Context: an optimization exercise on an open-source flow, tuned for small area, a short achievable clock period and few clock cycles per item. The choices shown serve that exercise and are no tape-out recipe.
In this exercise RTL edits were held to simulation tests only and were not proved equivalent to the original.

$ cat design/flow/standard.sh
#!/bin/bash
# synth_recipe.tcl (not shown) runs the flow's synth.tcl, then flattens the netlist and writes it again
# the make line also repeats each setting of config.mk as NAME=value (left out here)
make -C /OpenROAD-flow-scripts/flow DESIGN_CONFIG=/design/flow/config.mk WORK_HOME=/design/flow/orfs CLKGATE_MAP_FILE= SYNTH_SCRIPT=/design/flow/synth_recipe.tcl "${@:-finish}"
$ cat design/flow/flow/run.sh
#!/bin/bash
set -euo pipefail
bash standard.sh SETUP_SLACK_MARGIN=18 finish > standard_flow.log 2>&1
$ cat design/flow/constraint.sdc
create_clock -name core_clock -period 25.0 [get_ports {clk}]
set_input_delay 5.0000 -clock core_clock [delete_from_list [all_inputs] [get_ports {clk}]]
set_output_delay 5.0000 -clock core_clock [all_outputs]
set_load 0.01 [all_outputs]
$ cat design/flow/design.v
module pa_inc (
    input  wire        clk,
    input  wire        rst,
    input  wire        in_valid,
    output wire        in_ready,
    input  wire [63:0] in_f,
    input  wire [63:0] in_fs,
    output wire        out_valid,
    output wire [63:0] out_inc
);
    localparam [52:0] MK   = 53'h1921FB54442D18;
    localparam [52:0] TOPC = 53'h145F306DC9C883;
    localparam [3:0] S_IDLE  = 4'd0,
                     S_DONE  = 4'd1,
                     S_MUL   = 4'd2,
                     S_NORM  = 4'd3,
                     S_PCPA  = 4'd4,
                     S_PFIX  = 4'd5,  
                     S_DIV   = 4'd6,
                     S_FIN   = 4'd7,
                     S_RND   = 4'd8,
                     S_PSLOW = 4'd9,
                     S_PRND  = 4'd10,
                     S_PPOST = 4'd11;
    function [56:0] tab;    
        input [3:0] n;
        case (n)
            4'd0: tab = 57'h000000000000000;
            4'd1: tab = 57'h01921FB54442D18;
            4'd2: tab = 57'h03243F6A8885A30;
            4'd3: tab = 57'h04B65F1FCCC8748;
            4'd4: tab = 57'h06487ED5110B460;
            4'd5: tab = 57'h07DA9E8A554E178;
            4'd6: tab = 57'h096CBE3F9990E90;
            4'd7: tab = 57'h0AFEDDF4DDD3BA8;
            4'd8: tab = 57'h0C90FDAA22168C0;
            4'd9: tab = 57'h0E231D5F66595D8;
            4'd10: tab = 57'h0FB53D14AA9C2F0;
            4'd11: tab = 57'h11475CC9EEDF008;
            4'd12: tab = 57'h12D97C7F3321D20;
            4'd13: tab = 57'h146B9C347764A38;
            4'd14: tab = 57'h15FDBBE9BBA7750;
            4'd15: tab = 57'h178FDB9EFFEA468;
        endcase
    endfunction
    reg [3:0]         st;
    reg [3:0]         cnt;
    reg [55:0]        Q;       
    reg [55:0]        QM;      
    reg [52:0]        D;       
    reg [57:0]        WS, WC;  
    reg signed [12:0] E;       
    reg signed [12:0] ES;      
    reg               sgn;
    reg               G, S;    
    reg               top_r;   
    reg               pslow;   
    reg [3:0]         dp, dn;  
    wire idle_like = (st == S_IDLE) | (st == S_DONE);
    assign in_ready  = idle_like;
    assign out_valid = (st == S_DONE);
    assign out_inc   = {sgn, E[10:0], Q[51:0]};
    wire load = idle_like & in_valid;
    wire f_man0 = ~|Q[51:0];
    wire f_zero = f_man0 & ~Q[52];
    wire f_max  = (E == 13'sd2049);
    wire f_nan  = f_max & ~f_man0;
    wire f_inf  = f_max & f_man0;
    wire s_man0 = ~|D[51:0];
    wire s_zero = s_man0 & ~D[52];
    wire s_max  = (ES == 13'sd2047);
    wire s_nan  = s_max & ~s_man0;
    wire s_inf  = s_max & s_man0;
    wire sp_nan  = f_nan | s_nan | (f_inf & s_inf) | (f_zero & s_zero);
    wire special = f_nan | s_nan | f_inf | f_zero | s_zero;
    wire sp_inf  = ~sp_nan & (f_inf | s_zero);
    wire need_norm = ~Q[52] | ~D[52];
    wire mul_m = (st == S_MUL);
    wire div_m = (st == S_DIV);
    wire first = (cnt == 4'd0);
    wire chk   = (cnt[3:1] == 3'd0);    
    wire last  = (cnt == 4'd3);
    wire mul_go = mul_m & ~(chk & (special | need_norm));
    wire top_now = (Q[52:0] >= TOPC);
    wire signed [12:0] ep_c = E + {12'd0, top_now};
    wire pslow_now = (ep_c < 13'sd1) | (ep_c > 13'sd2045) | s_inf;
    wire [3:0] n1 = first ? 4'd0 : Q[11:8];
    wire [3:0] n2 = first ? 4'd0 : Q[15:12];
    wire [3:0] n3 = first ? Q[3:0] : Q[19:16];
    wire [3:0] n4 = first ? Q[7:4] : Q[23:20];
    wire [56:0] T1 = tab(n1);
    wire [56:0] T2 = tab(n2);
    wire [56:0] T3 = tab(n3);
    wire [56:0] T4 = tab(n4);
    wire [76:0] x0 = {15'd0, WS, 4'd0};
    wire [76:0] y0 = {15'd0, WC, 4'd0};
    function [1:0] qsel;    
        input [3:0] a, b;
        reg [3:0] p, g;
        reg c3, e3;
        begin
            p  = a ^ b;
            g  = a & b;
            c3 = g[2] | (p[2] & g[1]) | (p[2] & p[1] & g[0]);
            e3 = p[3] ^ c3;
            qsel = {~e3, e3 & ~&p};
        end
    endfunction
    function [1:0] qnext;
        input [4:0] x, y, z;
        reg [3:0] s, c;
        begin
            s = x[4:1] ^ y[4:1] ^ z[4:1];
            c = (x[3:0] & y[3:0]) | (x[3:0] & z[3:0]) | (y[3:0] & z[3:0]);
            qnext = qsel(s, c);
        end
    endfunction
    wire [61:0] dv1 = {4'd0, D, 5'd0};
    wire [61:0] dv2 = {5'd0, D, 4'd0};
    wire [61:0] dv3 = {6'd0, D, 3'd0};
    wire [61:0] dv4 = {7'd0, D, 2'd0};
    wire [1:0] q1 = qsel(x0[60:57], y0[60:57]);
    wire [1:0] q2p = qnext(x0[59:55], y0[59:55], ~dv1[59:55]);
    wire [1:0] q20 = qnext(x0[59:55], y0[59:55], 5'd0);
    wire [1:0] q2n = qnext(x0[59:55], y0[59:55], dv1[59:55]);
    wire [1:0] q2 = q1[1] ? q2p : q1[0] ? q2n : q20;
    wire [61:0] zd1 = q1[1] ? ~dv1 : q1[0] ? dv1 : 62'd0;
    wire [76:0] z1 = mul_m ? {12'd0, T1, 8'd0} : {15'd0, zd1};
    wire [76:0] x1 = x0 ^ y0 ^ z1;
    wire [75:0] m1 = (x0[75:0] & y0[75:0]) | (x0[75:0] & z1[75:0]) | (y0[75:0] & z1[75:0]);
    wire [76:0] y1 = {m1[75:20], m1[19] & ~mul_m, m1[18:0], ~mul_m & q1[1]};
    wire [1:0] q3p = qnext(x1[58:54], y1[58:54], ~dv2[58:54]);
    wire [1:0] q30 = qnext(x1[58:54], y1[58:54], 5'd0);
    wire [1:0] q3n = qnext(x1[58:54], y1[58:54], dv2[58:54]);
    wire [1:0] q3 = q2[1] ? q3p : q2[0] ? q3n : q30;
    wire [61:0] zd2 = q2[1] ? ~dv2 : q2[0] ? dv2 : 62'd0;
    wire [76:0] z2 = mul_m ? {8'd0, T2, 12'd0} : {15'd0, zd2};
    wire [76:0] x2 = x1 ^ y1 ^ z2;
    wire [75:0] m2 = (x1[75:0] & y1[75:0]) | (x1[75:0] & z2[75:0]) | (y1[75:0] & z2[75:0]);
    wire [76:0] y2 = {m2[75:20], m2[19] & ~mul_m, m2[18:0], ~mul_m & q2[1]};
    wire [1:0] q4p = qnext(x2[57:53], y2[57:53], ~dv3[57:53]);
    wire [1:0] q40 = qnext(x2[57:53], y2[57:53], 5'd0);
    wire [1:0] q4n = qnext(x2[57:53], y2[57:53], dv3[57:53]);
    wire [1:0] q4 = q3[1] ? q4p : q3[0] ? q4n : q40;
    wire [61:0] zd3 = q3[1] ? ~dv3 : q3[0] ? dv3 : 62'd0;
    wire [76:0] z3 = mul_m ? {4'd0, T3, 16'd0} : {15'd0, zd3};
    wire [76:0] x3 = x2 ^ y2 ^ z3;
    wire [75:0] m3 = (x2[75:0] & y2[75:0]) | (x2[75:0] & z3[75:0]) | (y2[75:0] & z3[75:0]);
    wire [76:0] y3 = {m3[75:20], m3[19] & ~mul_m, m3[18:0], ~mul_m & q3[1]};
    wire [18:0] l1 = {3'd0, WS[15:0]};
    wire [18:0] l2 = {3'd0, WC[15:0]};
    wire [18:0] l3 = {3'd0, T1[11:0], 4'd0};
    wire [18:0] l4 = {3'd0, T2[7:0], 8'd0};
    wire [18:0] l5 = {3'd0, T3[3:0], 12'd0};
    wire [18:0] ls1 = l1 ^ l2 ^ l3;
    wire [18:0] lc1 = {(l1[17:0] & l2[17:0]) | (l1[17:0] & l3[17:0]) | (l2[17:0] & l3[17:0]), 1'b0};
    wire [18:0] ls2 = ls1 ^ lc1 ^ l4;
    wire [18:0] lc2 = {(ls1[17:0] & lc1[17:0]) | (ls1[17:0] & l4[17:0]) | (lc1[17:0] & l4[17:0]), 1'b0};
    wire [18:0] ls3 = ls2 ^ lc2 ^ l5;
    wire [18:0] lc3 = {(ls2[17:0] & lc2[17:0]) | (ls2[17:0] & l5[17:0]) | (lc2[17:0] & l5[17:0]), 1'b0};
    wire [18:0] dsum = ls3 + lc3;
    wire [61:0] zd4 = q4[1] ? ~dv4 : q4[0] ? dv4 : 62'd0;
    wire [76:0] z4 = mul_m ? {T4[56:3], dsum[18:16], 20'd0} : {15'd0, zd4};
    wire [76:0] x4 = x3 ^ y3 ^ z4;
    wire [75:0] m4 = (x3[75:0] & y3[75:0]) | (x3[75:0] & z4[75:0]) | (y3[75:0] & z4[75:0]);
    wire [76:0] y4 = {m4[75:20], m4[19] & ~mul_m, m4[18:0], ~mul_m & q4[1]};
    wire [1:0] acc_lo = dsum[17:16] + WS[17:16] + WC[17:16] + T1[13:12] + T2[9:8] + T3[5:4];
    wire g_now = dsum[15];
    wire s_now = S | (|dsum[14:0]);
    wire rnd_nt = g_now & (s_now | acc_lo[0]);
    wire rnd_tp = acc_lo[0] & (g_now | s_now | acc_lo[1]);
    wire prnd   = last & ~pslow;                   
    wire rnd_f  = top_r ? rnd_tp : rnd_nt;
    wire ws0_m  = (prnd & top_r) ? (x4[20] & rnd_tp) : x4[20];
    wire [3:0] qvt = dp - dn;           
    wire [3:0] qvm = dp + ~dn;          
    wire v_pos = dp[3] | (~dn[3] & (dp[2] | (~dn[2] & (dp[1] | (~dn[1] & dp[0])))));
    wire v_z   = ~(|dp | |dn);
    wire [55:0] q_next  = {((v_pos | v_z) ? Q[51:0] : QM[51:0]), qvt};
    wire [55:0] qm_next = {(v_pos ? Q[51:0] : QM[51:0]), qvm};
    wire rnd_p  = G & (S | WS[0]);
    wire cpa_ci = (st == S_PRND) & rnd_p;
    wire [57:0] wsum = WS + WC + {57'd0, cpa_ci};
    wire fin_m = (st == S_FIN);
    wire rnd_m = (st == S_RND);
    wire neg   = wsum[57];
    wire [57:0] d4 = {3'd0, D, 2'd0};
    wire z0    = ((WS ^ WC) == {(WS[56:0] | WC[56:0]), 1'b0});
    wire zd    = ((wsum ^ d4) == {(wsum[56:0] | d4[56:0]), 1'b0});
    wire rnz   = fin_m & (neg ? ~zd : ~z0);
    wire [55:0] Qf = ~fin_m ? Q : neg ? qm_next : q_next;
    wire e_le0 = (E < 13'sd1);
    wire sel55 = rnd_m ? e_le0  : Qf[55];
    wire sel54 = rnd_m ? ~e_le0 : (~Qf[55] & Qf[54]);
    wire [54:0] V = sel55 ? {Qf[55:3], Qf[2], (|Qf[1:0]) | rnz}
                  : sel54 ? {Qf[54:2], Qf[1], Qf[0] | rnz}
                  :         {Qf[53:1], Qf[0], rnz};
    wire signed [12:0] Eq = E + (sel55 ? 13'sd1 : sel54 ? 13'sd0 : -13'sd1);
    wire [52:0] mant = Q[54:2];
    wire        rndq = Q[1] & (Q[0] | mant[0]);
    wire [53:0] mi   = {1'b0, mant} + {53'd0, rndq};
    wire        cq   = mi[53];
    wire        ovf  = (E > 13'sd2046) | ((E == 13'sd2046) & cq);
    wire signed [12:0] Efin = ovf ? 13'sd2047
                            : (mi[52] | cq) ? E + {12'd0, cq} : 13'sd0;
    wire [52:0] mfin = ovf ? 53'd0 : mi[52:0];
    wire [10:0] ef = in_f[62:52];
    wire [10:0] es = in_fs[62:52];
    wire [56:0] T0l = tab(in_f[3:0]);
    wire [56:0] T1l = tab(in_f[7:4]);
    always @(posedge clk) begin
        WC <= load   ? {5'd0, T0l[56:4]}
            : mul_go ? {1'b0, y4[76:21], prnd ? rnd_f : y4[20]}
            : div_m  ? y4[57:0] : 58'd0;
        QM <= qm_next;
        dp <= {q1[1], q2[1], q3[1], q4[1]};
        dn <= {q1[0], q2[0], q3[0], q4[0]};
    end
    always @(posedge clk) begin
        case (st)
            S_IDLE, S_DONE: begin
                st <= S_IDLE;
                if (in_valid) begin
                    Q   <= {3'd0, |ef, in_f[51:0]};
                    D   <= {|es, in_fs[51:0]};
                    E   <= {2'd0, ef} + ((ef == 11'd0) ? 13'sd3 : 13'sd2);
                    ES  <= {2'd0, es[10:1], es[0] | ~|es};
                    sgn <= in_f[63] ^ in_fs[63];
                    WS  <= {1'b0, T1l};
                    S   <= in_f[0];
                    cnt <= 4'd1;
                    st  <= S_MUL;
                end
            end
            S_MUL: begin
                if (chk && special) begin
                    Q[52:0] <= {1'b0, sp_nan, 51'd0};
                    E       <= (sp_nan | sp_inf) ? 13'sd2047 : 13'sd0;
                    st      <= S_DONE;
                end else if (chk && need_norm) begin
                    WS  <= 58'd0;
                    S   <= 1'b0;
                    cnt <= 4'd0;
                    st  <= S_NORM;
                end else begin
                    WS  <= {1'b0, x4[76:21], ws0_m};
                    if (!first)
                        Q <= {16'd0, Q[55:16]};
                    cnt <= cnt + 4'd1;
                    if (chk) begin
                        top_r <= top_now;
                        pslow <= pslow_now;
                    end
                    if (last) begin
                        G   <= g_now;
                        S   <= s_now;
                        cnt <= 4'd0;
                        if (pslow) begin
                            st <= S_PCPA;
                        end else begin
                            E  <= E - ES + 13'sd1023;
                            st <= S_DIV;
                        end
                    end else begin
                        S <= S | (|dsum[15:0]);
                    end
                end
            end
            S_NORM: begin
                if (!Q[52]) begin
                    Q <= {Q[54:0], 1'b0};
                    E <= E - 13'sd1;
                end
                if (!D[52]) begin
                    D  <= {D[51:0], 1'b0};
                    ES <= ES - 13'sd1;
                end
                if (Q[52] && D[52])
                    st <= S_MUL;
            end
            S_PCPA: begin
                WS <= wsum;
                st <= S_PSLOW;
            end
            S_PSLOW: begin
                if (WS[53] || E < 13'sd1) begin
                    WS <= {1'b0, WS[57:1]};
                    G  <= WS[0];
                    S  <= S | G;
                    E  <= E + 13'sd1;
                end else begin
                    st <= S_PRND;
                end
            end
            S_PRND: begin
                WS <= wsum;
                st <= S_PPOST;
            end
            S_PPOST: begin
                if (WS[53]) begin
                    WS <= {1'b0, WS[57:1]};
                    E  <= E + 13'sd1;
                end else if (E > 13'sd2046) begin
                    Q[52:0] <= {1'b0, s_inf, 51'd0};
                    E       <= 13'sd2047;
                    st      <= S_DONE;
                end else if (s_inf) begin
                    Q[52:0] <= 53'd0;
                    E       <= 13'sd0;
                    st      <= S_DONE;
                end else if (!WS[52]) begin
                    WS <= {WS[56:0], 1'b0};
                    E  <= E - 13'sd1;
                end else begin
                    E   <= E - ES + 13'sd1023;
                    st  <= S_DIV;
                end
            end
            S_DIV: begin
                WS  <= x4[57:0];
                Q   <= q_next;
                cnt <= cnt + 4'd1;
                if (cnt == 4'd13)
                    st <= S_FIN;
            end
            S_FIN: begin
                Q  <= {1'b0, V};
                E  <= Eq;
                WS <= 58'd0;
                st <= S_RND;
            end
            S_RND: begin
                if (E < -13'sd52) begin
                    Q[52:0] <= 53'd0;
                    E       <= 13'sd0;
                    st      <= S_DONE;
                end else if (e_le0) begin
                    Q <= {1'b0, V};
                    E <= Eq;
                end else begin
                    Q[52:0] <= mfin;
                    E       <= Efin;
                    st      <= S_DONE;
                end
            end
            default: st <= S_IDLE;
        endcase
        if (rst)
            st <= S_IDLE;
    end
endmodule
$ cat design/flow/config.mk
export PLATFORM = sky130hd
export DESIGN_NAME = pa_inc
export DESIGN_NICKNAME = pa_inc
export VERILOG_FILES = /design/flow/design.v
export SDC_FILE = /design/flow/constraint.sdc
export NUM_CORES = 4
export LEC_CHECK = 0
export CAP_MARGIN = 20
export CORE_MARGIN = 2
export CORE_UTILIZATION = 45
export SLEW_MARGIN = 20
==> reports/qor.yml <==
filler_cell_count: 9900
drc: 0
end_kind: "flip-flop"
placementRows: 118
cp.arrival_ns: 7.90
fin_util: 0.541
critPathLaunchType: "flip-flop"
ys_ff_latch: 324
setup_viol: 0
ys_seq_area_frac: 0.182
cts_root_buf: "clkbuf_16"
grt_usage: 0.493
hpwlAfterDp_mm: 199
rsz0062_at_grt: "true"
tightest_slew_ns: 1.42
yosysUniqueCellTypes: 92
vias_per_cell: 6.83
outcome: "timing/DRC/antenna clean"
cts_made_buffers: 47
ys.flop_type: "edfxtp_1"
grt_start_max_net_pins: 112
maxCapViolations: 0
io_pins: 197
holdBufCountCts: 0
worstPathRequired_ns: 25.35
layout_min_cycle_time_ns: 7.55
cpPeakStageDelay_ns: 0.64
grt-ovfl-total: 0
tns_ns: 0
r2r_setup_slack_ns: 17.45
clk_pin_slew_ns: 0.07
syn_area_per_cell_um2: 7.77
port_buffers: 196
async_reset_ff_frac: 0
clock-skew-final_ns: 0.0341
grt_antenna_before_repair: 21
crit_top_cell: "fa_2"
die_h_um: 327
dieArea_um2: 107000
fin_crit_sh: 0.302
ant_nets: 0
hold_viol_final: 0
drv_slew: 0
grt_pass1_vias: 47090
yosysWarnings: 1
crit_type: "reg -> reg"
coreArea_um2: 103000
initial_utilization: 0.454
syn_nets: 6811
drive_gt1_frac: 0.152
cts_max_level: 2
gp_congestion: 1.11
nNetsFinal: 6896
synth_edf_count: 202
slew_headroom: 0.0423
path_max_fanout: 5
area_delta_synth_final_pct: 19.3
synth_area_um2: 46900
cts_tree: "yes"
hold_path.class: "reg -> reg"
drt-pass1-iter-count: 11
vias: 51566
wire_per_inst_um: 36.2
initialDrtViolationCount: 8145
die_x_um: 327
cpMaxStageDelayCell: "a222oi_1"
synth_cells: 6030
routed_wl_mm: 274
cts_num_sinks: 324
timing.fmax_ghz: 0.132
insertion_delay_ns: 0.67
grt_first_pass_wirelength_mm: 371
cts_buffer_depth: 3
[critical path: cells and delay by family, from the launching register on]
family | cells | cell delay [ns]
XOR/XNOR | 1 | 0.27
AND/OR/NAND/NOR | 3 | 0.20
flip-flops | 1 | 0.45
AO/OA/AOI/OAI | 10 | 1.93
buffers and inverters | 11 | 1.27
multiplexers | 4 | 0.79
adder cells (fa/ha/maj) | 6 | 2.28
[synthesized netlist by cell type (all sizes together), types with 19 or more instances]
library cell | instances | area, µm²
a211o | 20 | 175
mux2 | 68 | 766
ha | 357 | 4470
nand4 | 64 | 400
nor2 | 474 | 1790
xnor2 | 175 | 1540
o31ai | 61 | 458
o2111ai | 32 | 280
clkbuf | 373 | 1400
edfxtp | 202 | 6070
a222oi | 32 | 320
buf | 166 | 951
a21o | 62 | 465
and3 | 34 | 213
o221ai | 44 | 385
mux2i | 111 | 1110
o21bai | 29 | 218
a21oi | 497 | 2490
nand3 | 102 | 510
a221o | 35 | 350
nand2b | 40 | 250
nor2b | 37 | 231
a22oi | 26 | 209
o22ai | 58 | 363
nor4 | 52 | 338
a211oi | 84 | 641
xor2 | 158 | 1380
inv | 562 | 2110
dfxtp | 122 | 2440
o21ai | 555 | 2790
nor3 | 94 | 475
nand2 | 609 | 2290
and2 | 32 | 200
o211ai | 92 | 696
or3 | 19 | 119
a221oi | 46 | 409
fa | 293 | 5870
a31oi | 49 | 307
[routing by layer]
metal / vias to the layer above / share of wire / global-route usage
met5: - / 0.00029 / 0
met4: 12 / 0.11 / 0.432
met3: 1257 / 0.13 / 0.157
met2: 4445 / 0.41 / 0.714
met1: 24447 / 0.35 / 0.587
li1: 21405 / - / -
[cells by family after synthesis]
| kind of cell | share of synthesized area |
|---|---|
| adder cells (fa/ha/maj) | 0.220 |
| buffers and inverters | 0.0954 |
| AND/OR/NAND/NOR | 0.151 |
| multiplexers | 0.0401 |
| flip-flops | 0.182 |
| XOR/XNOR | 0.0629 |
| AO/OA/AOI/OAI | 0.249 |
[cells in the final DEF, fill, tap and decap left out, types with 32 or more instances in the layout]
cell / netlist / final
nand2_1: 609 / 586
inv_1: 558 / 534
a21oi_1: 497 / 459
nor2_1: 471 / 434
o21ai_0: 523 / 432
ha_1: 357 / 328
buf_4: 65 / 270
fa_1: 293 / 233
edfxtp_1: 202 / 202
clkdlybuf4s50_1: 0 / 183
xnor2_1: 174 / 171
xor2_1: 158 / 151
dfxtp_1: 122 / 114
mux2i_1: 110 / 105
nand3_1: 102 / 99
o211ai_1: 91 / 91
nor3_1: 93 / 87
o21ai_1: 30 / 74
a211oi_1: 82 / 73
nand4_1: 64 / 64
a21o_1: 62 / 62
mux2_2: 64 / 62
fa_2: 0 / 60
o31ai_1: 61 / 59
o22ai_1: 58 / 56
clkbuf_16: 0 / 55
a31oi_1: 49 / 45
nor4_1: 50 / 44
buf_12: 0 / 44
nand2b_1: 40 / 39
o221ai_1: 44 / 38
a221o_1: 35 / 35
o21ai_2: 1 / 35
and3_1: 34 / 33
nor2b_1: 37 / 33
a222oi_1: 32 / 32
a21oi_2: 0 / 32
buf_6: 0 / 32
[flip-flops by register name, indices dropped and copies added (netlist names), 13 cells and up]
| name | flops |
|---|---|
| WS | 58 |
| D | 53 |
| QM | 52 |
| E | 13 |
| WC | 58 |
| Q | 56 |
| ES | 13 |
[through the flow]
step                      hold slack [ns]  cell area, µm²  setup slack, ns  instances
after floorplan                     0.445           47000            17.78       6030
after global placement              0.466           49600            14.67       7210
after detailed placement            0.478           49600            14.45       7210
after CTS                           0.499           54300            17.64       7453
after global routing                0.510           55900            17.25       7537
final                               0.504           55900            17.45       7550
[area by class of cell]
cell class | instances | area, µm² | area share
inverter | 565 | 2210 | 0.0395
antenna | 16 | 40.0 | 0.000716
clock inverter | 24 | 196 | 0.00351
tap | 1380 | 1730 | 0.0309
clock buffer | 64 | 1380 | 0.0246
timing repair inverter | 2 | 13.8 | 0.000246
multi-input combinational | 4605 | 35900 | 0.642
sequential | 324 | 8520 | 0.152
timing repair buffer | 570 | 5950 | 0.106
[path summary, 6_finish.rpt]
kind | startpoint | end | cells after the start
worst max-delay path | WS[54] | WS[48] | 35
worst min-delay path | QM[34] | QM[38] | 1
worst max register to register | WS[54] | WS[48] | 35
worst min register to register | QM[34] | QM[38] | 1
[timing repair]
| item | CTS | global route |
|---|---|---|
| resized for setup | 411 | 213 |
| setup buffers | 132 | 76 |
| cloned | 23 | 4 |
| setup endpoints to repair | 250 | 136 |
| pin swaps | 145 | 128 |
Testbench counts, summed over its fixed seeds: cycles 64,008, items 3,200.

[re-timing with driven ports]
Ports are ideal in the flow. The routed layout listed here was re-timed in OpenROAD.
Step 1 assumes that a clkbuf_16 drives the clock port and a buf_2 every other input.
Step 2, shift: input delay + t, output delay - t, t = (earliest + latest rising clock arrival at the registers) / 2. This alone moves slack from input paths to output paths.
Slacks: no drivers / after step 1 / after step 2; pairs: no drivers / after step 1.
t, ns: 0.732
setup slack, ns: 17.451 / 17.451 / 16.969
latest minus earliest clock arrival (ns): 0.034 / 0.034
worst register clock-pin slew, ns: 0.07 / 0.07
pins driven straight from the clock port: 1
After both steps this run still meets setup and hold. The setup slack of this run moves by 0.000 ns with the drivers and by -0.482 ns with both steps.
